Source: an optimization exercise on an open RTL-to-GDS flow (aim: small area, a short achievable clock period and few clock cycles per item). Production flows keep margins and buffers that such runs may drop. Where RTL was checked, it was by simulation tests only, not by an equivalence proof against the original. The RTL of runs 1 to 5 was laid out without a check of its function. Power is estimated from default activity; no workload was simulated.

--- design/flow/config.mk ---
export PLATFORM = sky130hd
export DESIGN_NAME = olidx_voice_codec
export DESIGN_NICKNAME = olidx_voice_codec
export VERILOG_FILES = /design/flow/design.v
export SDC_FILE = /design/flow/constraint.sdc
export NUM_CORES = 4
export LEC_CHECK = 0
export ABC_CLOCK_PERIOD_IN_PS = 2500
export CAP_MARGIN = 20
export CORE_MARGIN = 2
export CORE_UTILIZATION = 40
export PLACE_DENSITY = 0.6
export SETUP_SLACK_MARGIN = 5
export SLEW_MARGIN = 20
--- design/flow/constraint.sdc ---
create_clock -name core_clock -period 9.0 [get_ports {clk}]
set_input_delay 1.8000 -clock core_clock [delete_from_list [all_inputs] [get_ports {clk}]]
set_output_delay 1.8000 -clock core_clock [all_outputs]
set_load 0.01 [all_outputs]
--- design/flow/design.v ---
module olidx_voice_codec (
    input  wire       clk,
    input  wire       rst,         
    input  wire       in_valid,
    output wire       in_ready,
    input  wire [7:0] in_data,
    input  wire       in_unpack,   
    output wire       out_valid,
    input  wire       out_ready,
    output wire [7:0] out_data,
    output wire       out_last,
    output wire [6:0] out_chk
);
    function automatic dec_cons(input m, input v, input [4:0] s);
        begin
            if (!v && !m)     dec_cons = (s <= 5'd20);
            else if (!v)      dec_cons = !(s == 5'd11 || s == 5'd14 || s == 5'd17 || s == 5'd20);
            else if (!m)      dec_cons = 1'b1;
            else              dec_cons = !(s == 5'd9 || s == 5'd15 || s == 5'd16);
        end
    endfunction
    function automatic dec_prod(input m, input v, input [4:0] s);
        begin
            if (!v && !m)     dec_prod = !(s == 5'd11 || (s >= 5'd13 && s <= 5'd19));
            else if (!v)      dec_prod = 1'b1;
            else if (!m)      dec_prod = !(s == 5'd9 || s == 5'd15 || s == 5'd16);
            else              dec_prod = 1'b1;
        end
    endfunction
    reg        mode;        
    reg  [2:0] sec;         
    reg  [4:0] k;           
    reg  [2:0] hb;          
    reg  [4:0] hc;          
    reg  [7:0] hd;          
    reg  [5:0] he;          
    reg  [7:0] hf;          
    reg  [7:0] ir;
    reg        ir_u, ir_v;
    reg  [7:0] o_data;
    reg        o_v, o_last, o_new;
    reg  [6:0] ck;
    reg  [7:0] s_data;
    reg        s_v, s_last;
    reg        rdy;
    wire voice = (sec == 3'd6);
    wire first = (sec == 3'd0) && (k == 5'd0);
    wire lastb = voice && (k == 5'd28);
    wire cons  = dec_cons(mode, voice, k);
    wire prod  = dec_prod(mode, voice, k);
    wire need  = cons || (mode && (voice ? (k == 5'd9 || k == 5'd15 || k == 5'd16)
                                          : (k == 5'd11 || k == 5'd14 || k == 5'd17)));
    wire send  = voice ? (k == 5'd28) : (mode ? (k == 5'd20) : (k == 5'd24));
    wire go    = (!need || ir_v) && (!prod || !s_v);
    wire push  = go && prod;
    wire take  = go && cons;
    wire ld_o  = !o_v || out_ready;
    wire [2:0] sec_a  = send ? (voice ? 3'd0 : sec + 3'd1) : sec;
    wire [4:0] k_a    = send ? 5'd0 : k + 5'd1;
    wire [2:0] sec_n  = go ? sec_a : sec;
    wire [4:0] k_n    = go ? k_a : k;
    wire       cons_n = dec_cons(mode, sec_n == 3'd6, k_n);
    wire       prod_n = dec_prod(mode, sec_n == 3'd6, k_n);
    wire sv1  = !s_v && push && lastb;                        
    wire sv0  = s_v ? o_v : (push && (lastb || o_v));         
    wire irv1 = rdy || (ir_v && !take);                        
    wire irv0 = !rdy && ir_v && !take;                         
    wire ov1  = s_v || (push && !lastb);
    wire on1  = push && !lastb;
    wire rd1  = cons_n && (!prod_n || !sv1);
    wire rd0  = cons_n && (!prod_n || !sv0);
    reg s_v_n, rdy_n, o_v_n, o_new_n, ir_v_n;
    always @* begin
        ir_v_n = in_valid ? irv1 : irv0;
        if (out_ready) begin
            s_v_n = sv1; o_v_n = ov1;        o_new_n = on1;
            rdy_n = !ir_v_n || rd1;
        end else begin
            s_v_n = sv0; o_v_n = o_v || ov1; o_new_n = on1 && !o_v;
            rdy_n = !ir_v_n || rd0;
        end
    end
    wire [6:0] ck_sub = (o_last ? 7'd0 : ck) - s_data[6:0];
    wire [6:0] ck_new = ck - o_data[6:0];
    wire [6:0] ck1 = s_v ? ck_sub : o_new ? ck_new : (o_v && o_last) ? 7'd0 : ck;
    wire [6:0] ck0 = (s_v && !o_v) ? ck_sub : o_new ? ck_new : ck;
    reg [7:0] b;
    always @* begin
        b = ir;
        if (!mode && !voice) begin
            case (k)
                5'd12: b = {4'b0, ir[1:0], hb[1:0]};
                5'd20: b = {1'b0, ir[3:0], hb};
                5'd21: b = {3'b0, hc};
                5'd22: b = hd;
                5'd23: b = {2'b0, he};
                5'd24: b = hf;
                default: b = ir;
            endcase
        end else if (!mode) begin
            case (k)
                5'd8:  b = {3'b0, ir[4:0]};
                5'd10: b = {4'b0, ir[0], hb};
                5'd17: b = {1'b0, ir[2:0], hd[2:0], hc[2]};
                default: b = ir;
            endcase
        end else if (!voice) begin
            case (k)
                5'd11: b = {6'b0, ir[1:0]};
                5'd12: b = {6'b0, ir[3:2]};
                5'd13: b = {5'b0, ir[2:0]};
                5'd14: b = {6'b0, ir[1:0]};
                5'd15: b = {5'b0, ir[4:2]};
                5'd17: b = {7'b0, ir[0]};
                5'd18: b = {3'b0, ir[5:1]};
                5'd20: b = {4'b0, hd[6:3]};
                default: b = ir;
            endcase
        end else begin
            case (k)
                5'd8:  b = {3'b0, ir[4:0]};
                5'd9:  b = {5'b0, ir[2:0]};
                5'd10: b = {7'b0, ir[3]};
                5'd15: b = {7'b0, ir[0]};
                5'd16: b = {5'b0, ir[3:1]};
                5'd17: b = {5'b0, ir[6:4]};
                default: b = ir;
            endcase
        end
    end
    always @(posedge clk) begin
        if (rdy) begin
            ir   <= in_data;
            ir_u <= in_unpack;
        end
        if (go && first)
            mode <= ir_u;
        if (rst) begin
            sec   <= 3'd0;
            k     <= 5'd0;
            rdy   <= 1'b1;
            ir_v  <= 1'b0;
            s_v   <= 1'b0;
            o_v   <= 1'b0;
            o_new <= 1'b0;
            ck    <= 7'd0;
        end else begin
            sec   <= sec_n;
            k     <= k_n;
            rdy   <= rdy_n;
            ir_v  <= ir_v_n;
            s_v   <= s_v_n;
            o_v   <= o_v_n;
            o_new <= o_new_n;
            ck    <= out_ready ? ck1 : ck0;
        end
    end
    always @(posedge clk) begin
        if (k == 5'd9 || k == 5'd11 || k == 5'd13) hb <= ir[2:0];
        if (k == 5'd14) hc[1:0] <= ir[1:0];
        if (k == 5'd15) hc[4:2] <= ir[2:0];
        if ((k == 5'd13 && mode) || (k == 5'd16 && !mode)) hd <= ir;
        if (k == 5'd17) he[0] <= ir[0];
        if (k == 5'd18) he[5:1] <= ir[4:0];
        if (k == 5'd19) hf <= ir;
    end
    always @(posedge clk) begin
        if (ld_o) begin
            o_data <= s_v ? s_data : b;
            o_last <= s_v && s_last;
        end
        if (!s_v) begin
            s_data <= b;
            s_last <= lastb;
        end
    end
    assign in_ready  = rdy;
    assign out_valid = o_v;
    assign out_data  = o_data;
    assign out_last  = o_last;
    assign out_chk   = ck;
endmodule
--- design/flow/flow/run.sh ---
#!/bin/bash
# Standard ORFS layout (the standard.sh) with a tighter timing-repair
# target, no footprint restriction on resizing and plain buffers on the ports.
# The full make output goes to standard.log in this folder.
bash standard.sh SETUP_SLACK_MARGIN=6.3 MATCH_CELL_FOOTPRINT=0 'BUFFER_PORTS_ARGS=-buffer_cell sky130_fd_sc_hd__buf_2'  finish > standard.log 2>&1
--- design/flow/standard.sh ---
#!/bin/bash
# synth_recipe.tcl (not shown) runs the flow's synth.tcl, then flattens the netlist and writes it again
# the make line also repeats each setting of config.mk as NAME=value (left out here)
make -C /OpenROAD-flow-scripts/flow DESIGN_CONFIG=/design/flow/config.mk WORK_HOME=/design/flow/orfs CLKGATE_MAP_FILE= SYNTH_SCRIPT=/design/flow/synth_recipe.tcl "${@:-finish}"
==> impl_metrics.tcl, run 1 <==
set metrics [dict create \
    first_pass_iters 7 \
    ys_ff_latch 78 \
    max_freq_mhz 290.0 \
    die_w_um 112.1 \
    hold_viol_final 0 \
    io_pins 31 \
    leakagePower_nw 2.345 \
    status "timing/DRC/antenna clean" \
    worst-path-max-fanout 6 \
    grt_max_degree 24 \
    wirelength_mm 13.84 \
    clkTransAtPathRegs_ns 0.06 \
    path_cells "ha_4 > and3_4 > ha_4 > and4bb_4 > nand2_2 > a311oi_4 > or4b_4 > buf_4 > a2bb2oi_4 > nand2_2 > or4_4 > and4b_1 > o311ai_1" \
    track_usage_pct 21.55 \
    required_ns 9.25 \
    drive_gt1_share_pct 30.85 \
    cts_buffers 9 \
    antenna_found_initial 0 \
    crit_family "simple AND/OR/NAND/NOR gates" \
    vias 4305 \
    fin_skew_ns 0.004602 \
    synth_area_mm2 0.004676 \
    critPathMaxStageDelay_ns 0.52 \
    syn_area_per_cell_um2 9.661 \
    gp_congestion 0.8992 \
    hp-class "register to register" \
    synth_nets 516 \
    finalMaxSlewViolations 0 \
    drtIter0Drc 416 \
    antenna_cells 0 \
    irDropWorstVdd_v 0.00008460 \
    ant_nets 0 \
    syn2layout_area_growth_pct 29.19 \
    rsz0062_at_grt "yes" \
    portBuffers 30 \
    hold_ws_ns 0.4194 \
    grt_pass1_wl_mm 21.22 \
    clock_latency_ns 0.34 \
    fin_crit_sh_pct 38.32 \
    tightest_slew_ns 0.9557 \
    ctsLongestPathBuffers 2 \
    wl_per_cell_um 19.94 \
    fin_util_pct 52.90 \
    startpoint_type "register" \
    die_area_mm2 0.01257 \
    syn_inst 484 \
    fin_nets 578 \
    rows 39 \
    arrival_ns 3.70 \
    htree_num_levels 3 \
    fin_total_pwr_uw 906.4 \
    design.core.area_mm2 0.01142 \
    cp_num_buf_inv 1 \
    maxCapViolCount 0 \
    cts_root_buffer "clkbuf_16" \
    yosys_warnings 1 \
    setup.worst_path.class "register to register" \
    power.density_mw_per_mm2 150.0 \
    setup_violations 0 \
    async_flop_share_pct 0 \
    start_util_pct 40.95 \
    fin_tns_setup_ns 0 \
    crit_slowest_cell "or4_4" \
    cts_hold_buf 0 \
    cp-end-kind "register" \
    stdcell_area_mm2 0.006041 \
    ys.flop_type "edfxtp_1" \
    dp_hpwl_mm 8.986 \
    layout_min_cycle_time_ns 3.449 \
    die_h_um 112.1 \
    grt.overflow.total 0 \
    synth_edf_count 50 \
    rrSetupSlack_ns 5.55 \
    cts_tree "built" \
    viasPerCell 6.203 \
    grt_pass1_vias 3885 \
    seq_area_frac_synth_pct 44.10 \
    drc 0 \
    ys_types 83 \
    dpl_cell_area_mm2 0.005029 \
    relSlewSlack_pct 35.86 \
    cts.sinks 78 \
]
path summary, 6_finish.rpt:
check | startpoint | endpoint | depth (start not counted)
setup reg to reg | k[1]$_SDFF_PP0_ | rdy$_SDFF_PP1_ | 13
setup / recovery | k[1]$_SDFF_PP0_ | rdy$_SDFF_PP1_ | 13
hold / removal | ir_u$_DFFE_PP_ | mode$_DFFE_PP_ | 0
hold reg to reg | ir_u$_DFFE_PP_ | mode$_DFFE_PP_ | 0
where the power goes:
group / internal (mW) / switching [mW]
Combinational: 0.0543 / 0.0581
Sequential: 0.392 / 0.0135
Clock: 0.243 / 0.145
Total: 0.690 / 0.216
sequential cells by signal, indices dropped and copies added, names as in the netlist, 6 cells and up:
name	cells
s_data	8
hd	8
o_data	8
hf	8
ir	8
ck	7
he	6
synth_stat cells, types with 5 or more instances:
cell | number | area share, %
a221o_1 | 5 | 1.1
a21o_1 | 10 | 1.6
dfxtp_1 | 28 | 12
o21ai_0 | 19 | 2.0
a221oi_1 | 15 | 2.8
nand2b_1 | 9 | 1.2
xor2_1 | 5 | 0.94
a222oi_1 | 5 | 1.1
nor2_1 | 34 | 2.7
xnor2_1 | 7 | 1.3
nor2b_1 | 13 | 1.7
inv_1 | 24 | 1.9
a31oi_1 | 10 | 1.3
ha_1 | 17 | 4.5
a211oi_1 | 5 | 0.80
a21oi_1 | 31 | 3.3
nor3_1 | 7 | 0.75
buf_2 | 6 | 0.64
nor4_1 | 5 | 0.67
edfxtp_1 | 50 | 32
and2_1 | 6 | 0.80
clkbuf_1 | 20 | 1.6
nand2_1 | 43 | 3.5
and3_1 | 7 | 0.94
a22oi_1 | 10 | 1.6
repair_timing:
| action | CTS | global route |
|---|---|---|
| gates cloned | 1 | 0 |
| setup endpoints to repair | 43 | 36 |
| resized for setup | 34 | 48 |
| pin swaps | 9 | 23 |
| setup buffers | 15 | 32 |
layer usage:
metal / vias to the layer above / GRT usage [%] / wire length (µm)
met5: - / 0 / 0
met4: 0 / 6.992 / 345
met3: 36 / 5.670 / 1061
met2: 236 / 33.49 / 6454
met1: 2053 / 29.48 / 5977
li1: 1980 / - / -
final cells by class:
class	instances	area (µm²)
fill	985	5378
multi-input combinational	350	2801
sequential	78	2085
timing repair buffer	79	536.8
clock buffer	11	232.7
tap	143	178.9
inverter	28	122.6
clock inverter	5	83.83
logic make-up (layout without fill, tap and decap cells):
kind of cell | count (synthesis) | in the layout | synth area share [%]
flops | 78 | 78 | 44.10
fa+ha+maj | 20 | 20 | 5.619
buf+inv | 57 | 123 | 4.897
simple gates | 154 | 155 | 17.66
mux | 6 | 6 | 1.338
compound gates | 157 | 157 | 24.14
xor+xnor | 12 | 12 | 2.248
per-stage QoR:
stage                     cells  setup slack (ns)
after floorplan             484             5.617
after global placement      630             5.012
after detailed placement    630             4.853
after CTS                   662             5.580
after global routing        694             5.436
final                       694             5.551
placed cells by master, fill, tap and decap left out, types with 5 or more instances in the layout:
cell type	count
a31oi_1	9
edfxtp_1	50
ha_1	12
dfxtp_4	5
dfxtp_1	20
a21oi_1	31
buf_2	30
xnor2_1	7
and3_1	5
a222oi_1	5
nor2b_1	12
nand3b_1	5
inv_1	21
ha_4	5
clkbuf_16	9
nor2_1	28
buf_4	44
clkinvlp_4	6
nand2_1	41
buf_6	5
a221o_1	5
a221oi_1	15
a21o_1	10
and2_1	5
xor2_1	5
nand2b_1	8
o21ai_0	13
a22oi_1	10
==> run 2: changes to the inputs <==
--- a/design/flow/design.v
+++ b/design/flow/design.v
@@ -61,4 +61,6 @@
     wire [4:0] k_n    = go ? k_a : k;
-    wire       cons_n = dec_cons(mode, sec_n == 3'd6, k_n);
-    wire       prod_n = dec_prod(mode, sec_n == 3'd6, k_n);
+    wire       cons_a = dec_cons(mode, sec_a == 3'd6, k_a);
+    wire       prod_a = dec_prod(mode, sec_a == 3'd6, k_a);
+    wire       cons_n = go ? cons_a : cons;
+    wire       prod_n = go ? prod_a : prod;
     wire sv1  = !s_v && push && lastb;                        
==> run 2 against run 1 <==
Still clean. Sequential power barely moved. Via count shrank 1.4%. Worst hold slack better by 0.018 ns. Critical path depth fell by 12. Global-route usage is 1.6 points lower. Fmax grew 26%. Clock skew is 0.0022 ns higher. Routed wire length fell by 7.6%. Clock-buffer cell count decreased by 1. Critical endpoint is now out_data[4]. Largest cell class unchanged. Highest routed layer unchanged.
==> impl_metrics.tcl, run 2 <==
set metrics [dict create \
    status "timing/DRC/antenna clean" \
    yosys_warnings 1 \
    startpoint_type "register" \
    fin_skew_ns 0.006817 \
    path_cells "buf_2" \
    clkTransAtPathRegs_ns 0.06 \
    die_h_um 113.8 \
    grt_pass1_wl_mm 20.33 \
    first_pass_iters 6 \
    yosysMostFrequentCell "edfxtp_1" \
    ys_ff_latch 78 \
    worstSetupStartpoint "o_data[4]$_DFFE_PP_" \
    fin_nets 581 \
    fin_crit_sh_pct 30.31 \
    tightest_slew_ns 0.6598 \
    wl_per_cell_um 18.25 \
    ys_types 78 \
    async_flop_share_pct 0 \
    synth_area_mm2 0.004823 \
    seq_area_frac_synth_pct 42.75 \
    ant_nets 0 \
    cts_root_buffer "clkbuf_16" \
    layout_commonest_cell "edfxtp_1" \
    wirelength_mm 12.79 \
    maxCapViolCount 0 \
    crit_slowest_cell "edfxtp_1" \
    grt_pass1_vias 3944 \
    drc 0 \
    yosysTopAreaCell "edfxtp_1" \
    leakagePower_nw 2.229 \
    drtIter0Drc 420 \
    syn_inst 509 \
    max_freq_mhz 366.6 \
    cp_num_buf_inv 1 \
    fin_total_pwr_uw 871.1 \
    required_ns 7.20 \
    p_switching_uw 215.4 \
    design.core.area_mm2 0.01191 \
    drive_gt1_share_pct 24.73 \
    htree_num_levels 3 \
    swShare_pct 24.73 \
    internal-power_uw 655.7 \
    power_frac_comb_pct 11.3 \
    vias 4244 \
    gp_congestion 0.9133 \
    antenna_found_initial 0 \
    fin_util_pct 48.61 \
    netlist_top_cells_area "edfxtp_1 31%, dfxtp_1 12%, ha_1 4.4%" \
    fin_tns_setup_ns 0 \
    hold_viol_final 0 \
    worst-path-max-fanout 2 \
    cts_buffers 9 \
    worstReg2RegStart "k[0]$_SDFFE_PP0N_" \
    seq_power_share_pct 46.7 \
    cts_tree "built" \
    syn2layout_area_growth_pct 20.05 \
    portBuffers 30 \
    ys.flop_type "edfxtp_1" \
    synth_nets 541 \
    track_usage_pct 19.99 \
    grt.overflow.total 0 \
    antenna_cells 0 \
    setup.worst_path.class "register to output pin" \
    cts_hold_buf 0 \
    clock_latency_ns 0.34 \
    arrival_ns 0.93 \
    ctsLongestPathBuffers 2 \
    synth_top_area_share_pct 31.13 \
    grt_max_degree 34 \
    hold_start "ir_u$_DFFE_PP_" \
    clkPwrFrac_pct 42.1 \
    irDropWorstVdd_v 0.00008173 \
    cp-end-kind "output pin" \
    finalMaxSlewViolations 0 \
    syn_area_per_cell_um2 9.476 \
    critPathMaxStageDelay_ns 0.42 \
    crit_family "flip-flops" \
    cts.sinks 78 \
    power.density_mw_per_mm2 150.4 \
    io_pins 31 \
    final_cell_mix "50 x edfxtp_1, 43 x nand2_1, 34 x buf_4" \
    viasPerCell 6.054 \
    synth.top_cells.by_count "50 x edfxtp_1, 43 x nand2_1, 35 x inv_1, 34 x nor2_1, 31 x a21oi_1" \
    die_area_mm2 0.01295 \
    rsz0062_at_grt "yes" \
    start_util_pct 40.49 \
    die_w_um 113.8 \
    setup_violations 0 \
    layout_min_cycle_time_ns 2.728 \
    dp_hpwl_mm 8.591 \
    hp-class "register to register" \
    relSlewSlack_pct 56.01 \
    rows 40 \
    synth_edf_count 50 \
]
-- run 2: cell count changes after synthesis, sizes merged, moves of 5 or more --
cell,before,now
nand3,3,8
inv,26,35
nor3,9,15
nand4,1,6
and4b,1,6
a21o,10,3
-- run 2: area by class of cell --
class                           instances  area (µm²)
Inverter                               36       138.9
Clock inverter                          6       68.82
Timing Repair Buffer                   66       434.2
Multi-Input combinational cell        358        2651
Tap cell                              147       183.9
Clock buffer                           10       229.0
Fill cell                            1092        6121
Sequential cell                        78        2085
-- run 2: power groups by stage --
stage	Combinational, mW	Clock (mW)	Sequential (mW)
global placement	0.0814	0	0.416
detailed placement	0.0820	0	0.416
global route	0.110	0.387	0.408
floorplan	0.0614	0	0.412
finish	0.0981	0.367	0.406
CTS	0.0900	0.374	0.406
-- run 2: logic make-up (layout without fill, tap and decap cells) --
logic type               Yosys count  after routing  synth area share (%)
AO/OA/AOI/OAI                    148            148                 22.52
XOR/XNOR                          10             10                 1.816
adder cells (fa/ha/maj)           19             19                 5.240
buffers and inverters             73            118                 6.329
flip-flops                        78             78                 42.75
multiplexers                       3              3                0.6485
AND/OR/NAND/NOR                  178            178                 20.70
-- run 2: path summary, 6_finish.rpt --
kind	to	cells past startpoint	slack, ns
hold / removal	mode$_DFFE_PP_	0	0.44
setup / recovery	out_data[4]	1	6.27
setup reg to reg	o_data[5]$_DFFE_PP_	9	6.35
hold reg to reg	mode$_DFFE_PP_	0	0.44
-- run 2: layer usage --
layer | global-route usage, % | wire length, µm | share of wire (%) | vias up
met5 | 0 | 0 | 0 | -
met3 | 3.507 | 816 | 6.4 | 31
met2 | 30.86 | 5827 | 46 | 190
li1 | - | - | - | 2004
met1 | 26.86 | 5792 | 45 | 2019
met4 | 10.65 | 353 | 2.8 | 0
-- run 2: repair_timing --
item                                    4_1_cts  5_1_grt
pin swaps                                     3       12
endpoints found under the setup margin       55       32
gates resized for setup                      25       24
setup buffers                                11       21
-- run 2: per-stage QoR --
stage	setup WS, ns	hold WS, ns	instances	cell area, µm²
after detailed placement	5.681	0.4210	653	5074
after global routing	6.189	0.4497	701	5791
after floorplan	6.190	0.4003	509	4906
final	6.272	0.4377	701	5791
after global placement	5.759	0.4087	653	5074
after CTS	6.275	0.4355	680	5543
==> run 3: changes to the inputs <==
--- a/design/flow/config.mk
+++ b/design/flow/config.mk
@@ -11,2 +11,3 @@
 export CORE_UTILIZATION = 40
+export CTS_BUF_LIST = sky130_fd_sc_hd__clkbuf_8
 export PLACE_DENSITY = 0.6
==> run 3 against run 2 <==
Total power shrank 11%. Final cell count grew 0.29%. Sequential power is essentially flat. Via count shrank 0.42%. Critical endpoint unchanged.
==> impl_metrics.tcl, run 3 <==
set metrics [dict create \
    cts_root_buffer "clkbuf_8" \
    drc 0 \
    synth_edf_count 50 \
    synth-compound-area-share_pct 22.52 \
    gp_congestion 0.9133 \
    viasPerCell 6.011 \
    leakagePower_nw 2.196 \
    dp_hpwl_mm 8.591 \
    fin_total_pwr_uw 774.7 \
    final_cell_mix "50 x edfxtp_1, 43 x nand2_1, 36 x buf_4" \
    timing.rr.end "o_data[5]$_DFFE_PP_" \
    wl_per_cell_um 18.32 \
    die_h_um 113.8 \
    antenna_cells 0 \
    max_freq_mhz 361.0 \
    cts_buffers 9 \
    yosys_warnings 1 \
    netlist_top_cells_area "edfxtp_1 31%, dfxtp_1 12%, ha_1 4.4%" \
    ys_types 78 \
    htree_num_levels 3 \
    rsz0062_at_grt "yes" \
    r2r_cells 9 \
    relSlewSlack_pct 55.92 \
    finalMaxSlewViolations 0 \
    tightest_slew_ns 0.6612 \
    design.core.area_mm2 0.01191 \
    status "timing/DRC/antenna clean" \
    drtIter0Drc 463 \
    ys_ff_latch 78 \
    seq_area_frac_synth_pct 42.75 \
    grt_pass1_wl_mm 20.38 \
    ys.flop_type "edfxtp_1" \
    syn_inst 509 \
    async_flop_share_pct 0 \
    vias 4226 \
    synth-xor-area-share_pct 1.816 \
    yosys.area_share.simple_pct 20.70 \
    cp-end-kind "output pin" \
    fin_nets 583 \
    maxCapViolCount 0 \
    ctsLongestPathBuffers 2 \
    critPathMaxStageDelay_ns 0.43 \
    synth_nets 541 \
    cts.sinks 78 \
    grt.overflow.total 0 \
    rows 40 \
    fin_tns_setup_ns 0 \
    setup_violations 0 \
    grt_max_degree 34 \
    yosysMostFrequentCell "edfxtp_1" \
    yosysTopAreaCell "edfxtp_1" \
    synth_top_family_by_area "compound AO/OA/AOI/OAI gates" \
    syn_area_per_cell_um2 9.476 \
    synth_top_area_share_pct 31.13 \
    power.density_mw_per_mm2 135.7 \
    antenna_found_initial 0 \
    worstReg2RegStart "k[0]$_SDFFE_PP0N_" \
    start_util_pct 40.49 \
    hold_path_end "mode$_DFFE_PP_" \
    cp_num_buf_inv 1 \
    arrival_ns 0.97 \
    fin_skew_ns 0.008784 \
    clkTransAtPathRegs_ns 0.08 \
    setup.worst_path.class "register to output pin" \
    drive_gt1_share_pct 25.18 \
    synth.top_cells.by_count "50 x edfxtp_1, 43 x nand2_1, 35 x inv_1, 34 x nor2_1, 31 x a21oi_1" \
    cts_tree "built" \
    synth_area_mm2 0.004823 \
    fin_crit_sh_pct 30.78 \
    portBuffers 30 \
    rrSetupSlack_ns 6.34 \
    layout_commonest_cell "edfxtp_1" \
    min_path_cells 0 \
    crit_slowest_cell "edfxtp_1" \
    synth_fa_ha_area_share_pct 5.240 \
    layout_min_cycle_time_ns 2.770 \
    first_pass_iters 5 \
    startpoint_type "register" \
    path_cells "buf_2" \
    die_area_mm2 0.01295 \
    irDropWorstVdd_v 0.00006149 \
    wirelength_mm 12.88 \
    cts_hold_buf 0 \
    die_w_um 113.8 \
    hold_start "ir_u$_DFFE_PP_" \
    track_usage_pct 20.02 \
    crit_family "flip-flops" \
    hp-class "register to register" \
    grt_pass1_vias 3945 \
    hold_viol_final 0 \
    ant_nets 0 \
    io_pins 31 \
    clock_latency_ns 0.37 \
    dpl_cell_area_mm2 0.005074 \
    synth.area.mux_share_pct 0.6485 \
    syn2layout_area_growth_pct 18.37 \
    worst-path-max-fanout 2 \
    stdcell_area_mm2 0.005709 \
    required_ns 7.20 \
]
run 3: cell families (layout without fill, tap and decap cells):
logic type	count (synthesis)	in the layout
AOI/OAI and AO/OA	148	148
xor gates and xnor gates	10	10
adders and majority gates	19	19
buffers and inverters	73	120
DFF	78	78
muxes	3	3
and+or+nand+nor	178	178
run 3: stage by stage:
| stage | utilization [%] | instances | hold WS, ns | worst slack (ns) |
|---|---|---|---|---|
| floorplan | - | 509 | 0.4003 | 6.190 |
| global placement | 42.59 | 653 | 0.4087 | 5.759 |
| detailed placement | 42.59 | 653 | 0.4210 | 5.681 |
| CTS | 45.88 | 682 | 0.4413 | 6.230 |
| global route | 47.93 | 703 | 0.4564 | 6.181 |
| finish | 47.93 | 703 | 0.4437 | 6.230 |
run 3: final cells by class:
class                           count  area [µm²]
Fill cell                        1109        6202
Multi-Input combinational cell    358        2654
Sequential cell                    78        2087
Timing Repair Buffer               68       449.2
Tap cell                          147       183.9
Inverter                           36       138.9
Clock buffer                        9       123.9
Clock inverter                      7       72.57
run 3: power breakdown:
part,leakage [nW],internal (mW),total [mW],switching [mW]
logic,1.38,0.0467,0.0997,0.0530
registers,0.717,0.392,0.405,0.0130
clock network,0.101,0.129,0.270,0.141
run 3: how the worst max path moves through the flow:
stage | slack [ns] | endpoint | start | depth (start not counted)
3_5_place_dp | 5.68 | ck[6]$_SDFFE_PP0P_ | out_ready | 7
2_1_floorplan | 6.19 | ck[6]$_SDFFE_PP0P_ | out_ready | 8
4_1_cts | 6.23 | out_data[4] | o_data[4]$_DFFE_PP_ | 1
6_report | 6.23 | out_data[4] | o_data[4]$_DFFE_PP_ | 1
3_3_place_gp | 5.76 | ck[6]$_SDFFE_PP0P_ | out_ready | 7
5_1_grt | 6.18 | o_data[5]$_DFFE_PP_ | k[0]$_SDFFE_PP0N_ | 9
run 3: timing repair:
| item | CTS | global route |
|---|---|---|
| gates cloned | 0 | 0 |
| setup buffers | 13 | 21 |
| pin swaps | 3 | 13 |
| resized for setup | 31 | 20 |
| setup endpoints to repair | 60 | 31 |
run 3: routing by layer:
layer | track usage (%) | vias up | share of wire, %
met4 | 10.73 | 0 | 2.5
met5 | 0 | - | 0
li1 | - | 1998 | -
met1 | 26.86 | 2010 | 46
met3 | 3.348 | 30 | 5.5
met2 | 31.06 | 188 | 46
==> run 4: changes to the inputs <==
--- a/design/flow/design.v
+++ b/design/flow/design.v
@@ -169,3 +169,6 @@
     always @(posedge clk) begin
-        if (ld_o) begin
+        if (rst) begin
+            o_data <= 8'd0;
+            o_last <= 1'b0;
+        end else if (ld_o) begin
             o_data <= s_v ? s_data : b;
==> run 4 against run 3 <==
Still clean on timing, DRC and antenna. Final area down 1.5%. Sequential cell count unchanged. Synthesized cell count grew 5.7%. Fmax increased by 3.7%. Synthesized area up 1.7%. Clock-buffer cell count did not move. Critical endpoint is now out_valid. Largest power group unchanged.
==> impl_metrics.tcl, run 4 <==
set metrics [dict create \
    status "timing/DRC/antenna clean" \
    worst-path-max-fanout 4 \
    syn_inst 538 \
    final_cell_mix "45 x nor2_1, 43 x nand2_1, 41 x edfxtp_1" \
    maxCapViolCount 0 \
    track_usage_pct 20.65 \
    nFillCells 1167 \
    arrival_ns 0.87 \
    yosys_warnings 1 \
    synth.top_cells.by_count "49 x nor2_1, 43 x nand2_1, 41 x edfxtp_1, 37 x dfxtp_1, 36 x a21oi_1" \
    fin_util_pct 46.83 \
    relSlewSlack_pct 44.14 \
    tightest_slew_ns 0.8367 \
    wl_per_cell_um 18.85 \
    yosysMostFrequentCell "nor2_1" \
    max_freq_mhz 374.4 \
    synth_area_mm2 0.004906 \
    gp_congestion 0.9538 \
    path_cells "buf_2" \
    fin_skew_ns 0.01342 \
    yosysTopAreaCell "edfxtp_1" \
    start_util_pct 40.84 \
    grt.overflow.total 0 \
    routed.top_layer "met4" \
    drive_gt1_share_pct 23.27 \
    synth_edf_count 41 \
    htree_num_levels 3 \
    hold_viol_final 0 \
    dp_hpwl_mm 9.163 \
    setup.worst_path.class "register to output pin" \
    wl_met3_um 945 \
    antenna_found_initial 0 \
    clkTransAtPathRegs_ns 0.09 \
    cts_tree "built" \
    seq_area_frac_synth_pct 40.19 \
    wl_met2_mm 6.230 \
    rows 40 \
    fin_crit_sh_pct 29.68 \
    layout_min_cycle_time_ns 2.671 \
    stdcell_count 710 \
    syn2layout_area_growth_pct 14.66 \
    wl_met1_mm 6.046 \
    layout_commonest_cell "nor2_1" \
    startpoint_type "register" \
    fin_tns_setup_ns 0 \
    setup_violations 0 \
    finalMaxSlewViolations 0 \
    leakagePower_nw 2.069 \
    power.density_mw_per_mm2 146.1 \
    grt_pass1_vias 3929 \
    crit_family "flip-flops" \
    cp_num_buf_inv 1 \
    cts.sinks 78 \
    io_pins 31 \
    clock_latency_ns 0.37 \
    fin_total_pwr_uw 822.1 \
    viasPerCell 6.021 \
    grt_max_degree 34 \
    cts_root_buffer "clkbuf_8" \
    netlist_top_cells_area "edfxtp_1 25%, dfxtp_1 15%, ha_1 4.3%" \
    die_w_um 114.7 \
    ys_types 86 \
    critPathMaxStageDelay_ns 0.37 \
    cp-end-kind "output pin" \
    syn_area_per_cell_um2 9.119 \
    grt_pass1_wl_mm 21.13 \
    cts_buffers 9 \
    rsz0062_at_grt "yes" \
    ant_nets 0 \
    hp-class "register to register" \
    drc 0 \
    cts_hold_buf 0 \
    fin_nets 590 \
    ctsLongestPathBuffers 2 \
    crit_slowest_cell "dfxtp_2" \
    irDropWorstVdd_v 0.00006366 \
    synth_top_area_share_pct 25.10 \
    portBuffers 30 \
    wirelength_mm 13.38 \
    synth_nets 570 \
    ys_ff_latch 78 \
    ys.flop_type "edfxtp_1" \
    async_flop_share_pct 0 \
    die_h_um 114.7 \
    die_area_mm2 0.01317 \
    first_pass_iters 5 \
    required_ns 7.20 \
    antenna_cells 0 \
    vias 4275 \
    design.core.area_mm2 0.01201 \
    drtIter0Drc 344 \
    place_inst 678 \
]
-- run 4: cell count changes in the layout (fill, tap and decap cells not counted), moves of 5 or more --
cell / change
buf_4: -18
nor2_1: +15
edfxtp_1: -9
a221oi_1: -8
a21oi_1: +7
inv_1: -7
dfxtp_4: +5
nand3_1: +5
-- run 4: path summary, 6_finish.rpt --
kind | start | to | slack, ns | depth (start not counted)
setup / recovery | o_v$_SDFF_PP0_ | out_valid | 6.33 | 1
hold / removal | ir_u$_DFFE_PP_ | mode$_DFFE_PP_ | 0.43 | 0
setup reg to reg | k[1]$_SDFFE_PP0N_ | o_data[7]$_SDFFE_PP0P_ | 6.37 | 9
hold reg to reg | ir_u$_DFFE_PP_ | mode$_DFFE_PP_ | 0.43 | 0
-- run 4: logic make-up (layout without fill, tap and decap cells) --
logic type                 Yosys count  after routing  synth area share (%)
DFF                                 78             78                 40.19
adders and majority gates           20             20                 5.356
AOI/OAI and AO/OA                  160            160                 23.52
muxes                                4              4                0.8671
and+or+nand+nor                    198            198                 21.91
buffers and inverters               68             93                 6.223
xor gates and xnor gates            10             10                 1.938
-- run 4: final cells by class --
| cell class | instances | area [µm²] | share of cell area, % |
|---|---|---|---|
| multi-input cells | 392 | 2764 | 49.13 |
| repair buffers | 49 | 309.0 | 5.494 |
| flip-flops and latches | 78 | 2021 | 35.92 |
| inverters | 28 | 105.1 | 1.868 |
| clock buffers | 9 | 123.9 | 2.202 |
| clock inverters | 7 | 118.9 | 2.113 |
| well taps | 147 | 183.9 | 3.270 |
-- run 4: repair_timing --
action / CTS / global route
pin swaps: 2 / 3
buffers inserted: 6 / 10
endpoints found under the setup margin: 41 / 31
resized for setup: 34 / 31
-- run 4: layer usage --
metal,up-vias,global-route usage (%)
met5,-,0
li1,2048,-
met2,165,33.18
met4,0,4.900
met3,14,4.375
met1,2048,28.76
-- run 4: stage by stage --
stage               setup slack [ns]  cell area [µm²]  hold slack [ns]
floorplan                      6.182             4927           0.4003
global placement               5.869             5079           0.4099
detailed placement             5.822             5079           0.4061
CTS                            6.282             5443           0.4254
global route                   6.270             5625           0.4266
finish                         6.329             5625           0.4259
-- run 4: power breakdown --
part | switching [mW] | total [mW] | internal (mW)
logic | 0.0533 | 0.0998 | 0.0465
registers | 0.0151 | 0.399 | 0.384
clock network | 0.138 | 0.323 | 0.185
total | 0.206 | 0.822 | 0.616
==> run 5: changes to the inputs <==
--- a/design/flow/design.v
+++ b/design/flow/design.v
@@ -40,3 +40,4 @@
     reg  [7:0] o_data;
-    reg        o_v, o_last, o_new;
+    reg        o_v, o_last;
+    reg        p_v, p_first, p_in_s;   
     reg  [6:0] ck;
@@ -70,6 +71,5 @@
     wire ov1  = s_v || (push && !lastb);
-    wire on1  = push && !lastb;
     wire rd1  = cons_n && (!prod_n || !sv1);
     wire rd0  = cons_n && (!prod_n || !sv0);
-    reg s_v_n, rdy_n, o_v_n, o_new_n, ir_v_n;
+    reg s_v_n, rdy_n, o_v_n, ir_v_n;
     always @* begin
@@ -77,6 +77,6 @@
         if (out_ready) begin
-            s_v_n = sv1; o_v_n = ov1;        o_new_n = on1;
+            s_v_n = sv1; o_v_n = ov1;
             rdy_n = !ir_v_n || rd1;
         end else begin
-            s_v_n = sv0; o_v_n = o_v || ov1; o_new_n = on1 && !o_v;
+            s_v_n = sv0; o_v_n = o_v || ov1;
             rdy_n = !ir_v_n || rd0;
@@ -84,6 +84,6 @@
     end
-    wire [6:0] ck_sub = (o_last ? 7'd0 : ck) - s_data[6:0];
-    wire [6:0] ck_new = ck - o_data[6:0];
-    wire [6:0] ck1 = s_v ? ck_sub : o_new ? ck_new : (o_v && o_last) ? 7'd0 : ck;
-    wire [6:0] ck0 = (s_v && !o_v) ? ck_sub : o_new ? ck_new : ck;
+    wire       ck_en = p_v && !(o_v && o_last);
+    wire [6:0] ck_n  = (p_first ? 7'd0 : ck) - (p_in_s ? s_data[6:0] : o_data[6:0]);
+    wire       in_s1 = lastb;
+    wire       in_s0 = lastb || o_v;
     reg [7:0] b;
@@ -146,3 +146,3 @@
             o_v   <= 1'b0;
-            o_new <= 1'b0;
+            p_v   <= 1'b0;
             ck    <= 7'd0;
@@ -155,4 +155,14 @@
             o_v   <= o_v_n;
-            o_new <= o_new_n;
-            ck    <= out_ready ? ck1 : ck0;
+            if (ck_en)
+                ck <= ck_n;
+            if (push) begin
+                p_v     <= 1'b1;
+                p_first <= first;
+                p_in_s  <= out_ready ? in_s1 : in_s0;
+            end else begin
+                if (ck_en)
+                    p_v <= 1'b0;
+                if (ld_o)
+                    p_in_s <= 1'b0;
+            end
         end
==> run 5 against run 4 <==
Still clean on timing, DRC and antenna. Critical path depth up 9. Combinational power down 6.0%. Final cell count up 1.8%. Clock skew about the same. Clock power down 7.4%. Non-clock buffer count up 32. Fmax down 1.6%. Synthesized area down 0.71%. Final area up 4.3%. Largest cell class unchanged. Highest routed layer unchanged.
==> impl_metrics.tcl, run 5 <==
set metrics [dict create \
    status "timing/DRC/antenna clean" \
    yosysTopAreaCell "edfxtp_1" \
    die_w_um 114.4 \
    arrival_ns 3.02 \
    finalMaxSlewViolations 0 \
    irDropWorstVdd_v 0.0001465 \
    rsz0062_at_grt "yes" \
    required_ns 9.30 \
    synth_fa_ha_area_share_pct 3.442 \
    gp_congestion 0.8924 \
    io_pins 31 \
    max_freq_mhz 368.5 \
    cp-end-kind "register" \
    portBuffers 30 \
    synth-xor-area-share_pct 0.7192 \
    fin_crit_sh_pct 30.15 \
    yosys_warnings 1 \
    hp-class "register to register" \
    die_h_um 114.4 \
    cts_tree "built" \
    hold_viol_final 0 \
    grt.overflow.total 0 \
    synth-compound-area-share_pct 23.53 \
    fin_skew_ns 0.01339 \
    drive_gt1_share_pct 27.08 \
    wl_per_cell_um 19.35 \
    ys.flop_type "edfxtp_1" \
    first_pass_iters 5 \
    clkTransAtPathRegs_ns 0.09 \
    hold_start "ir_u$_DFFE_PP_" \
    layout_commonest_cell "nand2_1" \
    setup_violations 0 \
    layout_min_cycle_time_ns 2.714 \
    netlist_top_cells_area "edfxtp_1 27%, dfxtp_1 15%, nand2_1 4.0%" \
    seq_area_mm2 0.002064 \
    multiInputGateArea_mm2 0.002776 \
    final_cell_mix "52 x nand2_1, 46 x buf_4, 43 x edfxtp_1" \
    seq_area_frac_synth_pct 41.72 \
    fin_nets 596 \
    clock_latency_ns 0.38 \
    tightest_slew_ns 0.8669 \
    antenna_cells 0 \
    setup.worst_path.class "register to register" \
    vias 4452 \
    syn_area_per_cell_um2 9.278 \
    cts.sinks 80 \
    synth.top_cells.by_count "52 x nand2_1, 43 x edfxtp_1, 41 x nor2_1, 37 x dfxtp_1, 35 x clkbuf_1" \
    htree_num_levels 3 \
    fin_tns_setup_ns 0 \
    synth_top_area_share_pct 26.51 \
    grt_max_degree 48 \
    worstSetupStartpoint "k[1]$_SDFFE_PP0N_" \
    nFillCells 1105 \
    synth_nets 550 \
    worstReg2RegStart "k[1]$_SDFFE_PP0N_" \
    worst-path-max-fanout 7 \
    yosys.area_share.simple_pct 22.73 \
    start_util_pct 40.72 \
    ys_types 80 \
    cts_buffers 9 \
    async_flop_share_pct 0 \
    drtIter0Drc 510 \
    ant_nets 0 \
    synth_edf_count 43 \
    synth.area.mux_share_pct 2.517 \
    relSlewSlack_pct 42.13 \
    ctsLongestPathBuffers 2 \
    power.density_mw_per_mm2 137.1 \
    design.core.area_mm2 0.01196 \
    synth_top_family_by_area "compound AO/OA/AOI/OAI gates" \
    synth_area_mm2 0.004871 \
    viasPerCell 6.158 \
    startpoint_type "register" \
    fin_total_pwr_uw 804.4 \
    antenna_found_initial 0 \
    syn_inst 525 \
    maxCapViolCount 0 \
    rows 40 \
    die_area_mm2 0.01308 \
    drc 0 \
    grt_pass1_wl_mm 21.69 \
    track_usage_pct 21.22 \
    leakagePower_nw 2.144 \
    ys_ff_latch 80 \
    grt_pass1_vias 4117 \
    cts_root_buffer "clkbuf_8" \
    yosysMostFrequentCell "nand2_1" \
    wirelength_mm 13.99 \
    syn2layout_area_growth_pct 20.42 \
    dp_hpwl_mm 8.771 \
]
-- run 5: metal layers --
metal / vias to the layer above / track usage, % / part of all wire (%)
li1: 2082 / - / -
met1: 2110 / 28.88 / 45
met2: 230 / 33.21 / 46
met3: 30 / 6.141 / 7.2
met4: 0 / 5.610 / 2.0
met5: - / 0 / 0
-- run 5: final timing paths --
kind,endpoint,slack (ns),depth (start not counted)
worst min-delay path,mode$_DFFE_PP_,0.46,0
worst min register to register,mode$_DFFE_PP_,0.46,0
worst max register to register,k[3]$_SDFFE_PP0N_,6.29,10
worst max-delay path,k[3]$_SDFFE_PP0N_,6.29,10
-- run 5: area by class of cell --
class / instances / area share [%]
multi-input cells: 383 / 47.33
flip-flops and latches: 80 / 35.20
repair buffers: 81 / 9.407
well taps: 147 / 3.136
clock buffers: 9 / 2.112
clock inverters: 7 / 1.600
inverters: 16 / 1.216
-- run 5: power breakdown --
part	leakage [nW]	total [mW]	switching [mW]	internal (mW)
clock network	0.107	0.299	0.143	0.156
logic	1.32	0.0938	0.0493	0.0445
registers	0.717	0.412	0.0147	0.397
total	2.14	0.804	0.207	0.597
-- run 5: cells by family after synthesis --
kind of cell | after synthesis
muxes | 12
and+or+nand+nor | 203
xor gates and xnor gates | 4
buffers and inverters | 62
AOI/OAI and AO/OA | 151
DFF | 80
adders and majority gates | 13
-- run 5: timing repair --
action / CTS / global route
hold buffers: 0 / 0
setup buffers: 15 / 31
resized for setup: 31 / 37
pin swaps: 6 / 19
setup endpoints to repair: 42 / 35
-- run 5: metrics by stage --
stage | hold slack (ns) | area [µm²] | utilization (%) | std cells | worst slack (ns)
finish | 0.4621 | 5866 | 49.04 | 723 | 6.286
global route | 0.4598 | 5866 | 49.04 | 723 | 6.193
CTS | 0.4595 | 5490 | 45.90 | 692 | 6.252
detailed placement | 0.4062 | 5051 | 42.23 | 661 | 5.352
floorplan | 0.4003 | 4913 | - | 525 | 6.304
global placement | 0.4081 | 5051 | 42.23 | 661 | 5.486
-- run 5: critical path: stages (launching register included) --
cell        delay, ns
dfxtp_4          0.42
clkinvlp_4       0.18
ha_4             0.22
buf_4            0.16
nor4bb_2         0.19
a211oi_2         0.22
a311o_1          0.24
a21boi_4         0.25
and2b_1          0.17
or4b_1           0.43
a21oi_1          0.15
==> run 6: changes to the inputs <==
--- a/design/flow/design.v
+++ b/design/flow/design.v
@@ -179,6 +179,3 @@
     always @(posedge clk) begin
-        if (rst) begin
-            o_data <= 8'd0;
-            o_last <= 1'b0;
-        end else if (ld_o) begin
+        if (ld_o) begin
             o_data <= s_v ? s_data : b;
==> run 6 against run 5 <==
Still clean on timing, DRC and antenna. Non-clock buffer count decreased by 22. Final cell count shrank 9.8%. Clock-buffer cell count unchanged. Fmax fell by 0.48%. Via count decreased by 14%. Final area decreased by 7.3%. Largest cell class unchanged. Largest power group unchanged.
==> impl_metrics.tcl, run 6 <==
set metrics [dict create \
    synth_nets 496 \
    r2r_cells 10 \
    routed.top_layer "met4" \
    drive_gt1_share_pct 24.95 \
    track_usage_pct 19.51 \
    layout_min_cycle_time_ns 2.727 \
    grt_pass1_wl_mm 19.12 \
    maxCapViolCount 0 \
    cts_buffers 9 \
    drtIter0Drc 374 \
    antenna_cells 0 \
    grt_max_degree 31 \
    start_util_pct 40.79 \
    viasPerCell 5.896 \
    crit_slowest_cell "edfxtp_1" \
    syn_inst 471 \
    setup.worst_path.class "register to output pin" \
    synth.top_cells.by_count "52 x edfxtp_1, 43 x nand2_1, 38 x a21oi_1, 34 x nor2_1, 28 x dfxtp_1" \
    synth_area_mm2 0.004638 \
    fin_tns_setup_ns 0 \
    irDropWorstVdd_v 0.00008667 \
    ys_types 74 \
    die_h_um 111.7 \
    crit_family "flip-flops" \
    antenna_found_initial 0 \
    wl_met3_um 751 \
    fin_skew_ns 0.01406 \
    rrSetupSlack_ns 6.38 \
    required_ns 7.20 \
    dpl_cell_area_mm2 0.004830 \
    final_cell_mix "52 x edfxtp_1, 43 x nand2_1, 35 x a21oi_1" \
    seq_area_frac_synth_pct 45.75 \
    cts_tree "built" \
    dp_hpwl_mm 8.266 \
    gp_congestion 0.9136 \
    crit_end "out_data[5]" \
    max_freq_mhz 366.7 \
    ctsLongestPathBuffers 2 \
    startpoint_type "register" \
    synth_top_area_share_pct 33.67 \
    ys_ff_latch 80 \
    drc 0 \
    dp_slack_ns 5.845 \
    synth_edf_count 52 \
    arrival_ns 0.93 \
    yosysTopAreaCell "edfxtp_1" \
    rsz0062_at_grt "yes" \
    die_area_mm2 0.01247 \
    clkTransAtPathRegs_ns 0.09 \
    htree_num_levels 3 \
    worst-path-max-fanout 2 \
    clock_latency_ns 0.37 \
    syn_area_per_cell_um2 9.848 \
    fin_nets 529 \
    cp_num_buf_inv 1 \
    cts_root_buffer "clkbuf_8" \
    rows 39 \
    worst-path-stages 1 \
    path_cells "buf_2" \
    stdcell_area_mm2 0.005440 \
    ant_nets 0 \
    finalMaxSlewViolations 0 \
    vias 3844 \
    hold_viol_final 0 \
    die_w_um 111.7 \
    fin_crit_sh_pct 30.30 \
    wirelength_mm 12.09 \
    tightest_slew_ns 0.6290 \
    setup_violations 0 \
    cts.sinks 80 \
    grt_pass1_vias 3597 \
    yosysMostFrequentCell "edfxtp_1" \
    cp-end-kind "output pin" \
    leakagePower_nw 1.956 \
    setup_slack_ns 6.273 \
    worstReg2RegStart "k[0]$_SDFFE_PP0N_" \
    critPathMaxStageDelay_ns 0.40 \
    cts_hold_buf 0 \
    hp-class "register to register" \
    io_pins 31 \
    async_flop_share_pct 0 \
    hold_start "ir_u$_DFFE_PP_" \
    netlist_top_cells_area "edfxtp_1 34%, dfxtp_1 12%, a21oi_1 4.1%" \
    design.core.area_mm2 0.01137 \
    first_pass_iters 6 \
    relSlewSlack_pct 57.91 \
    timing.rr.end "o_data[7]$_DFFE_PP_" \
    power.density_mw_per_mm2 144.9 \
    ys.flop_type "edfxtp_1" \
    min_path_cells 0 \
    layout_commonest_cell "edfxtp_1" \
    yosys_warnings 1 \
    wl_met1_mm 5.414 \
    portBuffers 30 \
    syn2layout_area_growth_pct 17.29 \
    worstSetupStartpoint "o_data[5]$_DFFE_PP_" \
    wl_per_cell_um 18.54 \
    wl_met2_mm 5.564 \
    status "timing/DRC/antenna clean" \
    grt.overflow.total 0 \
]
-- run 6: cell types whose count changed in the layout (fill, tap and decap cells not counted), sizes merged, moves of 7 or more --
cell / change
buf: -21
a21oi: +11
nand4: -7
dfxtp: -9
nor2: -7
edfxtp: +9
inv: +8
nand2: -9
-- run 6: worst reg2reg max path: cells and delay by family (launching register included) --
kind                     cells  cell delay, ns
adder cells (fa/ha/maj)      1            0.17
AND/OR/NAND/NOR              3            0.93
flip-flops                   1            0.43
buffers and inverters        2            0.23
AO/OA/AOI/OAI                4            0.71
-- run 6: how the worst min path moves through the flow --
stage                     end
2_1_floorplan  mode$_DFFE_PP_
3_3_place_gp   mode$_DFFE_PP_
3_5_place_dp   mode$_DFFE_PP_
4_1_cts        mode$_DFFE_PP_
5_1_grt        mode$_DFFE_PP_
6_report       mode$_DFFE_PP_
-- run 6: cell families after synthesis --
group	share of synthesized area, %
mux	1.996
fa+ha+maj	3.399
simple gates	19.75
buf+inv	5.449
compound gates	22.55
xor+xnor	1.106
flops	45.75
-- run 6: per-layer routing --
metal  GRT usage, %  vias up
met2          29.54      153
met5              0        -
li1               -     1852
met4          9.300        0
met3          4.246       23
met1          26.65     1816
-- run 6: what timing repair did --
action / 4_1_cts / 5_1_grt
pin swaps: 0 / 8
buffers inserted: 15 / 10
setup endpoints to repair: 46 / 41
gates resized for setup: 24 / 32
gates cloned: 0 / 0
-- run 6: metrics by stage --
stage               util (%)  hold WS [ns]  instances  power [mW]
finish                 47.85        0.4280        652      0.7882
global route           47.85        0.4426        652      0.8224
CTS                    46.04        0.4277        642      0.7908
detailed placement     42.48        0.4065        611      0.4959
global placement       42.48        0.4090        611      0.4940
floorplan                  -        0.4003        471      0.4709
-- run 6: power breakdown --
| part | internal, mW | total (mW) | switching, mW |
|---|---|---|---|
| clock | 0.155 | 0.287 | 0.132 |
| combinational | 0.0379 | 0.0809 | 0.0431 |
| sequential | 0.405 | 0.420 | 0.0154 |
| total | 0.597 | 0.788 | 0.191 |
-- run 6: area by class of cell --
type | instances | area [µm²]
fill | 1044 | 5929
multi-input combinational | 335 | 2450
sequential | 80 | 2148
timing repair buffer | 59 | 374.1
tap | 143 | 178.9
clock buffer | 9 | 123.9
clock inverter | 7 | 88.84
inverter | 19 | 76.32
Testbench counts of run 6, summed over its fixed seeds: cycles 32,440, records 192.
==> run 7: changes to the inputs <==
==> design/flow/flow/run.sh (replaced) <==
#!/bin/bash
# Standard ORFS layout (the standard.sh) with a tighter timing-repair
# target, no footprint restriction on resizing and plain buffers on the ports.
# The full make output goes to standard.log in this folder.
bash standard.sh SETUP_SLACK_MARGIN=6.4 MATCH_CELL_FOOTPRINT=0 'BUFFER_PORTS_ARGS=-buffer_cell sky130_fd_sc_hd__buf_2'  finish > standard.log 2>&1
==> run 7 against run 6 <==
Critical path type unchanged. Die area stayed put. Via count is 4.3% higher. Still clean on timing, DRC and antenna. Core utilization is 2.6 points higher. Critical path depth stayed put. Register-to-register slack better by 0.04 ns. Final cell count is 2.6% higher. Largest power group unchanged.
==> impl_metrics.tcl, run 7 <==
set metrics [dict create \
    status "timing/DRC/antenna clean" \
    stdcell_count 669 \
    vias 4010 \
    crit_family "flip-flops" \
    die_area_mm2 0.01247 \
    cts_root_buffer "clkbuf_8" \
    clock_latency_ns 0.38 \
    synth_area_mm2 0.004638 \
    cp-end-kind "output pin" \
    hp-class "register to register" \
    syn_inst 471 \
    wirelength_mm 12.74 \
    grt_max_degree 31 \
    yosysMostFrequentCell "edfxtp_1" \
    ys.flop_type "edfxtp_1" \
    antenna_cells 0 \
    synth.top_cells.by_count "52 x edfxtp_1, 43 x nand2_1, 38 x a21oi_1, 34 x nor2_1, 28 x dfxtp_1" \
    relSlewSlack_pct 53.68 \
    yosys_warnings 1 \
    timing.rr.end "o_data[7]$_DFFE_PP_" \
    start_util_pct 40.79 \
    drive_gt1_share_pct 29.28 \
    setup.worst_path.class "register to output pin" \
    netlist_top_cells_area "edfxtp_1 34%, dfxtp_1 12%, a21oi_1 4.1%" \
    leakagePower_nw 2.077 \
    design.core.area_mm2 0.01137 \
    track_usage_pct 20.44 \
    htree_num_levels 3 \
    worstReg2RegStart "k[0]$_SDFFE_PP0N_" \
    rrSetupSlack_ns 6.42 \
    grt_pass1_wl_mm 20.09 \
    yosysTopAreaCell "edfxtp_1" \
    io_pins 31 \
    rows 39 \
    viasPerCell 5.994 \
    cp_num_buf_inv 1 \
    wl_per_cell_um 19.04 \
    startpoint_type "register" \
    synth_edf_count 52 \
    antenna_found_initial 0 \
    synth_nets 496 \
    crit_slowest_cell "edfxtp_1" \
    ys_types 74 \
    syn_area_per_cell_um2 9.848 \
    fin_nets 546 \
    drtIter0Drc 335 \
    tightest_slew_ns 0.6938 \
    syn2layout_area_growth_pct 23.66 \
    portBuffers 30 \
    hold_start "ir_u$_DFFE_PP_" \
    crit_end "out_data[0]" \
    first_pass_iters 6 \
    grt.overflow.total 0 \
    worstSetupStartpoint "o_data[0]$_DFFE_PP_" \
    fin_crit_sh_pct 30.42 \
    ant_nets 0 \
    async_flop_share_pct 0 \
    max_freq_mhz 365.3 \
    worst-path-max-fanout 2 \
    fin_tns_setup_ns 0 \
    irDropWorstVdd_v 0.0001143 \
    dp_hpwl_mm 8.244 \
    power.density_mw_per_mm2 145.1 \
    rsz0062_at_grt "yes" \
    maxCapViolCount 0 \
    r2r_cells 9 \
    finalMaxSlewViolations 0 \
    layout_commonest_cell "edfxtp_1" \
    die_w_um 111.7 \
    cts_tree "built" \
    gp_congestion 0.9229 \
    clkTransAtPathRegs_ns 0.08 \
    required_ns 7.20 \
    cts.sinks 80 \
    path_cells "buf_2" \
    cts_hold_buf 0 \
    worst-path-stages 1 \
    ys_ff_latch 80 \
    layout_min_cycle_time_ns 2.737 \
    synth_top_area_share_pct 33.67 \
    place_inst 610 \
    ctsLongestPathBuffers 2 \
    final_cell_mix "52 x edfxtp_1, 44 x buf_4, 43 x nand2_1" \
    setup_violations 0 \
    seq_area_frac_synth_pct 45.75 \
    nFillCells 1043 \
    die_h_um 111.7 \
    drc 0 \
    hold_viol_final 0 \
    critPathMaxStageDelay_ns 0.41 \
    arrival_ns 0.94 \
    grt_pass1_vias 3724 \
    fin_skew_ns 0.01290 \
    cts_buffers 9 \
]
## run 7: cell counts after synthesis
Identical to the previous run, type by type.
## run 7: area by class of cell
type	count	area, µm²	area share (%)
Clock inverter	7	115.1	2.007
Clock buffer	9	123.9	2.160
Sequential cell	80	2155	37.57
Inverter	19	78.83	1.374
Multi-Input combinational cell	335	2516	43.87
Tap cell	143	178.9	3.120
Timing Repair Buffer	76	568.0	9.904
## run 7: what timing repair did
| item | in CTS | in global routing |
|---|---|---|
| gates resized for setup | 52 | 28 |
| endpoints found under the setup margin | 53 | 41 |
| buffers inserted | 29 | 14 |
| pin swaps | 5 | 9 |
## run 7: layer usage
layer | global-route usage (%) | vias up | routed length [µm]
li1 | - | 1882 | -
met1 | 27.30 | 1913 | 5525
met2 | 31.92 | 178 | 5829
met3 | 4.409 | 37 | 905
met4 | 9.218 | 0 | 476
met5 | 0 | - | 0
## run 7: how the worst min path moves through the flow
stage	end	cells past startpoint
floorplan	mode$_DFFE_PP_	0
global placement	mode$_DFFE_PP_	0
detailed placement	mode$_DFFE_PP_	0
CTS	s_data[7]$_DFF_P_	2
global route	mode$_DFFE_PP_	0
finish	mode$_DFFE_PP_	0
## run 7: worst reg2reg max path, delay by kind of cell, from the launching register on
kind	cells	cell delay (ns)
compound gates	4	0.75
simple gates	3	0.89
flops	1	0.39
fa+ha+maj	2	0.41
## run 7: where the power goes
part	internal (mW)	switching, mW
logic	0.0458	0.0467
registers	0.405	0.0152
clock network	0.183	0.137
## run 7: cell families (layout without fill, tap and decap cells)
logic type | Yosys count | after routing | synth area share (%)
and+or+nand+nor | 163 | 163 | 19.75
adders and majority gates | 12 | 12 | 3.399
xor gates and xnor gates | 5 | 5 | 1.106
DFF | 80 | 80 | 45.75
buffers and inverters | 56 | 111 | 5.449
AOI/OAI and AO/OA | 146 | 146 | 22.55
muxes | 9 | 9 | 1.996
## run 7: stage by stage
stage / power (mW) / utilization (%) / hold slack, ns / area [µm²] / setup slack (ns)
after global placement: 0.4936 / 42.60 / 0.4377 / 4843 / 6.011
after global routing: 0.8641 / 50.45 / 0.4630 / 5736 / 6.227
after detailed placement: 0.4957 / 42.60 / 0.4400 / 4843 / 5.900
after CTS: 0.8311 / 48.40 / 0.4564 / 5503 / 6.236
after floorplan: 0.4713 / - / 0.4003 / 4713 / 6.375
final: 0.8323 / 50.45 / 0.4503 / 5736 / 6.263
==> run 8: changes to the inputs <==
==> design/flow/flow/run.sh (replaced) <==
#!/bin/bash
# Standard ORFS layout (the standard.sh) with a tighter timing-repair
# target, no footprint restriction on resizing and plain buffers on the ports.
# The full make output goes to standard.log in this folder.
bash standard.sh SETUP_SLACK_MARGIN=6.2 MATCH_CELL_FOOTPRINT=0 'BUFFER_PORTS_ARGS=-buffer_cell sky130_fd_sc_hd__buf_2'  finish > standard.log 2>&1
==> run 8 against run 7 <==
Critical endpoint is now o_data[3]$_DFFE_PP_. Die area unchanged. Still clean. Non-clock buffer count down 32. Final cell count is 4.8% lower. Clock power fell by 18%. Largest power group unchanged.
==> impl_metrics.tcl, run 8 <==
set metrics [dict create \
    arrival_ns 2.93 \
    final_cell_mix "52 x edfxtp_1, 43 x nand2_1, 38 x a21oi_1" \
    maxCapViolCount 0 \
    wirelength_mm 12.03 \
    worst-path-max-fanout 9 \
    synth.top_cells.by_count "52 x edfxtp_1, 43 x nand2_1, 38 x a21oi_1, 34 x nor2_1, 28 x dfxtp_1" \
    fin_tns_setup_ns 0 \
    synth_top_area_share_pct 33.67 \
    wl_met1_mm 5.486 \
    yosysMostFrequentCell "edfxtp_1" \
    startpoint_type "register" \
    rows 39 \
    timing.rr.end "o_data[3]$_DFFE_PP_" \
    cp-end-kind "register" \
    drive_gt1_share_pct 19.23 \
    htree_num_levels 3 \
    design.core.area_mm2 0.01137 \
    hold_viol_final 0 \
    rsz0062_at_grt "yes" \
    layout_commonest_cell "edfxtp_1" \
    die_w_um 111.7 \
    place_inst 611 \
    ys.flop_type "edfxtp_1" \
    routed.top_layer "met4" \
    ys_ff_latch 80 \
    die_area_mm2 0.01247 \
    relSlewSlack_pct 56.89 \
    cts.sinks 80 \
    cts_buffers 9 \
    fin_util_pct 45.60 \
    viasPerCell 5.998 \
    max_freq_mhz 357.7 \
    layout_min_cycle_time_ns 2.796 \
    synth_fa_ha_area_share_pct 3.399 \
    ant_nets 0 \
    antenna_found_initial 0 \
    nFillCells 1097 \
    ctsLongestPathBuffers 2 \
    setup.worst_path.class "register to register" \
    synth_top_family_by_area "compound AO/OA/AOI/OAI gates" \
    stdcell_count 637 \
    antenna_cells 0 \
    hold_path_end "mode$_DFFE_PP_" \
    fin_nets 514 \
    required_ns 9.13 \
    start_util_pct 40.79 \
    yosys_warnings 1 \
    clkTransAtPathRegs_ns 0.09 \
    synth.area.mux_share_pct 1.996 \
    syn_inst 471 \
    min_path_cells 0 \
    cts_root_buffer "clkbuf_8" \
    track_usage_pct 19.64 \
    synth-xor-area-share_pct 1.106 \
    power.density_mw_per_mm2 145.3 \
    synth_nets 496 \
    yosys.area_share.simple_pct 19.75 \
    setup_slack_ns 6.204 \
    finalMaxSlewViolations 0 \
    synth_area_mm2 0.004638 \
    irDropWorstVdd_v 0.00008781 \
    dp_slack_ns 5.859 \
    gp_congestion 0.9324 \
    synth-compound-area-share_pct 22.55 \
    wl_met3_um 685 \
    netlist_top_cells_area "edfxtp_1 34%, dfxtp_1 12%, a21oi_1 4.1%" \
    async_flop_share_pct 0 \
    yosysTopAreaCell "edfxtp_1" \
    fin_crit_sh_pct 31.07 \
    tightest_slew_ns 0.6428 \
    first_pass_iters 5 \
    seq_area_frac_synth_pct 45.75 \
    grt_pass1_vias 3536 \
    status "timing/DRC/antenna clean" \
    leakagePower_nw 1.856 \
    drtIter0Drc 297 \
    syn2layout_area_growth_pct 11.79 \
    vias 3821 \
    synth_edf_count 52 \
    wl_per_cell_um 18.89 \
    grt.overflow.total 0 \
    worstReg2RegStart "k[1]$_SDFFE_PP0N_" \
    die_h_um 111.7 \
    dp_hpwl_mm 8.419 \
    ys_types 74 \
    drc 0 \
    hold_start "ir_u$_DFFE_PP_" \
    io_pins 31 \
    clock_latency_ns 0.38 \
    cts_tree "built" \
    r2r_cells 9 \
    portBuffers 30 \
    rrSetupSlack_ns 6.20 \
    grt_max_degree 31 \
    fin_skew_ns 0.01656 \
    grt_pass1_wl_mm 19.26 \
    hp-class "register to register" \
    setup_violations 0 \
    syn_area_per_cell_um2 9.848 \
    wl_met2_mm 5.621 \
]
-- run 8: kinds of logic (layout without fill, tap and decap cells) --
family | count (synthesis) | count (layout)
AO/OA/AOI/OAI | 146 | 146
flip-flops | 80 | 80
AND/OR/NAND/NOR | 163 | 163
XOR/XNOR | 5 | 5
adder cells (fa/ha/maj) | 12 | 12
multiplexers | 9 | 9
buffers and inverters | 56 | 79
-- run 8: stage by stage --
| stage | power, mW | hold slack (ns) | instance area, µm² |
|---|---|---|---|
| 2_1_floorplan | 0.4708 | 0.4003 | 4658 |
| 3_3_place_gp | 0.4943 | 0.4345 | 4830 |
| 3_5_place_dp | 0.4958 | 0.4345 | 4830 |
| 4_1_cts | 0.7594 | 0.4547 | 5119 |
| 5_1_grt | 0.7831 | 0.4826 | 5185 |
| 6_report | 0.7536 | 0.4531 | 5185 |
-- run 8: power by group --
group	total [mW]	leakage, nW	internal (mW)	switching (mW)
Clock	0.263	0.0978	0.126	0.137
Sequential	0.421	0.733	0.405	0.0158
Combinational	0.0697	1.03	0.0302	0.0395
-- run 8: what timing repair did --
action | CTS | global route
gates resized for setup | 16 | 9
endpoints found under the setup margin | 30 | 18
hold buffers | 0 | 0
pin swaps | 0 | 2
endpoints found under the hold margin | 0 | 0
buffers inserted | 7 | 3
-- run 8: worst max-delay path, stage by stage (launching register included) --
cell and delay (ns):
dfxtp_4 0.38, inv_1 0.10, ha_2 0.29, nor2_1 0.07, a211oi_1 0.58, o31ai_1 0.27
a21o_1 0.21, a22o_1 0.22, o2111a_1 0.15, a211o_1 0.29
-- run 8: metal layers --
layer	track usage (%)	vias to the layer above
met5	0	-
met2	31.52	124
met1	26.19	1862
li1	-	1814
met4	6.420	0
met3	4.845	21
-- run 8: final cells by class --
cell class | count | area (µm²) | share of cell area, %
clock buffers | 9 | 123.9 | 2.389
clock inverters | 7 | 66.31 | 1.279
inverters | 19 | 71.32 | 1.375
multi-input cells | 335 | 2350 | 45.32
flip-flops and latches | 80 | 2140 | 41.26
well taps | 143 | 178.9 | 3.451
repair buffers | 44 | 255.2 | 4.923
-- run 8: worst max path at each step --
stage | from | endpoint | slack, ns | depth (start not counted)
after floorplan | k[3]$_SDFFE_PP0N_ | o_data[5]$_DFFE_PP_ | 6.17 | 11
after global routing | k[0]$_SDFFE_PP0N_ | sec[2]$_SDFFE_PP0N_ | 6.09 | 9
after CTS | k[2]$_SDFFE_PP0N_ | sec[2]$_SDFFE_PP0N_ | 6.19 | 8
after detailed placement | k[2]$_SDFFE_PP0N_ | sec[2]$_SDFFE_PP0N_ | 5.86 | 8
after global placement | k[2]$_SDFFE_PP0N_ | sec[2]$_SDFFE_PP0N_ | 5.96 | 8
final | k[1]$_SDFFE_PP0N_ | o_data[3]$_DFFE_PP_ | 6.20 | 9

[re-timing with driven ports]
How much do the figures lean on ideal ports? The routed layouts below were timed once more, with nothing changed but the port constraints. Step 1, drivers: a clkbuf_16 drives clk and a buf_2 each remaining input, both assumed. Step 2 adds t to the input delays and takes it off the output delays; t is the mean of the earliest and latest rising clock arrival at the registers after step 1. Input paths then give back, and output paths get back, about the clock's delay inside the block. a / b / c = no drivers / after step 1 / after step 2; a / b = the first two.
| run | t, ns | setup slack, ns | worst register clock-pin slew, ns |
|---|---|---|---|
| run 1 | 0.381 | 5.551 / 5.551 / 5.551 | 0.06 / 0.06 |
| run 2 | 0.378 | 6.272 / 6.233 / 5.997 | 0.06 / 0.06 |
| run 3 | 0.404 | 6.230 / 6.195 / 5.979 | 0.09 / 0.09 |
| run 4 | 0.395 | 6.329 / 6.294 / 5.953 | 0.09 / 0.09 |
| run 5 | 0.406 | 6.286 / 6.255 / 6.039 | 0.09 / 0.09 |
| run 6 | 0.400 | 6.273 / 6.240 / 6.210 | 0.09 / 0.09 |
| run 7 | 0.406 | 6.263 / 6.229 / 6.156 | 0.09 / 0.09 |
| run 8 | 0.402 | 6.204 / 6.204 / 6.164 | 0.09 / 0.09 |
After both steps setup and hold are still met in every run listed. The setup slack of run 4, which loses most, moves by -0.035 ns with the drivers and by -0.376 ns with both steps.
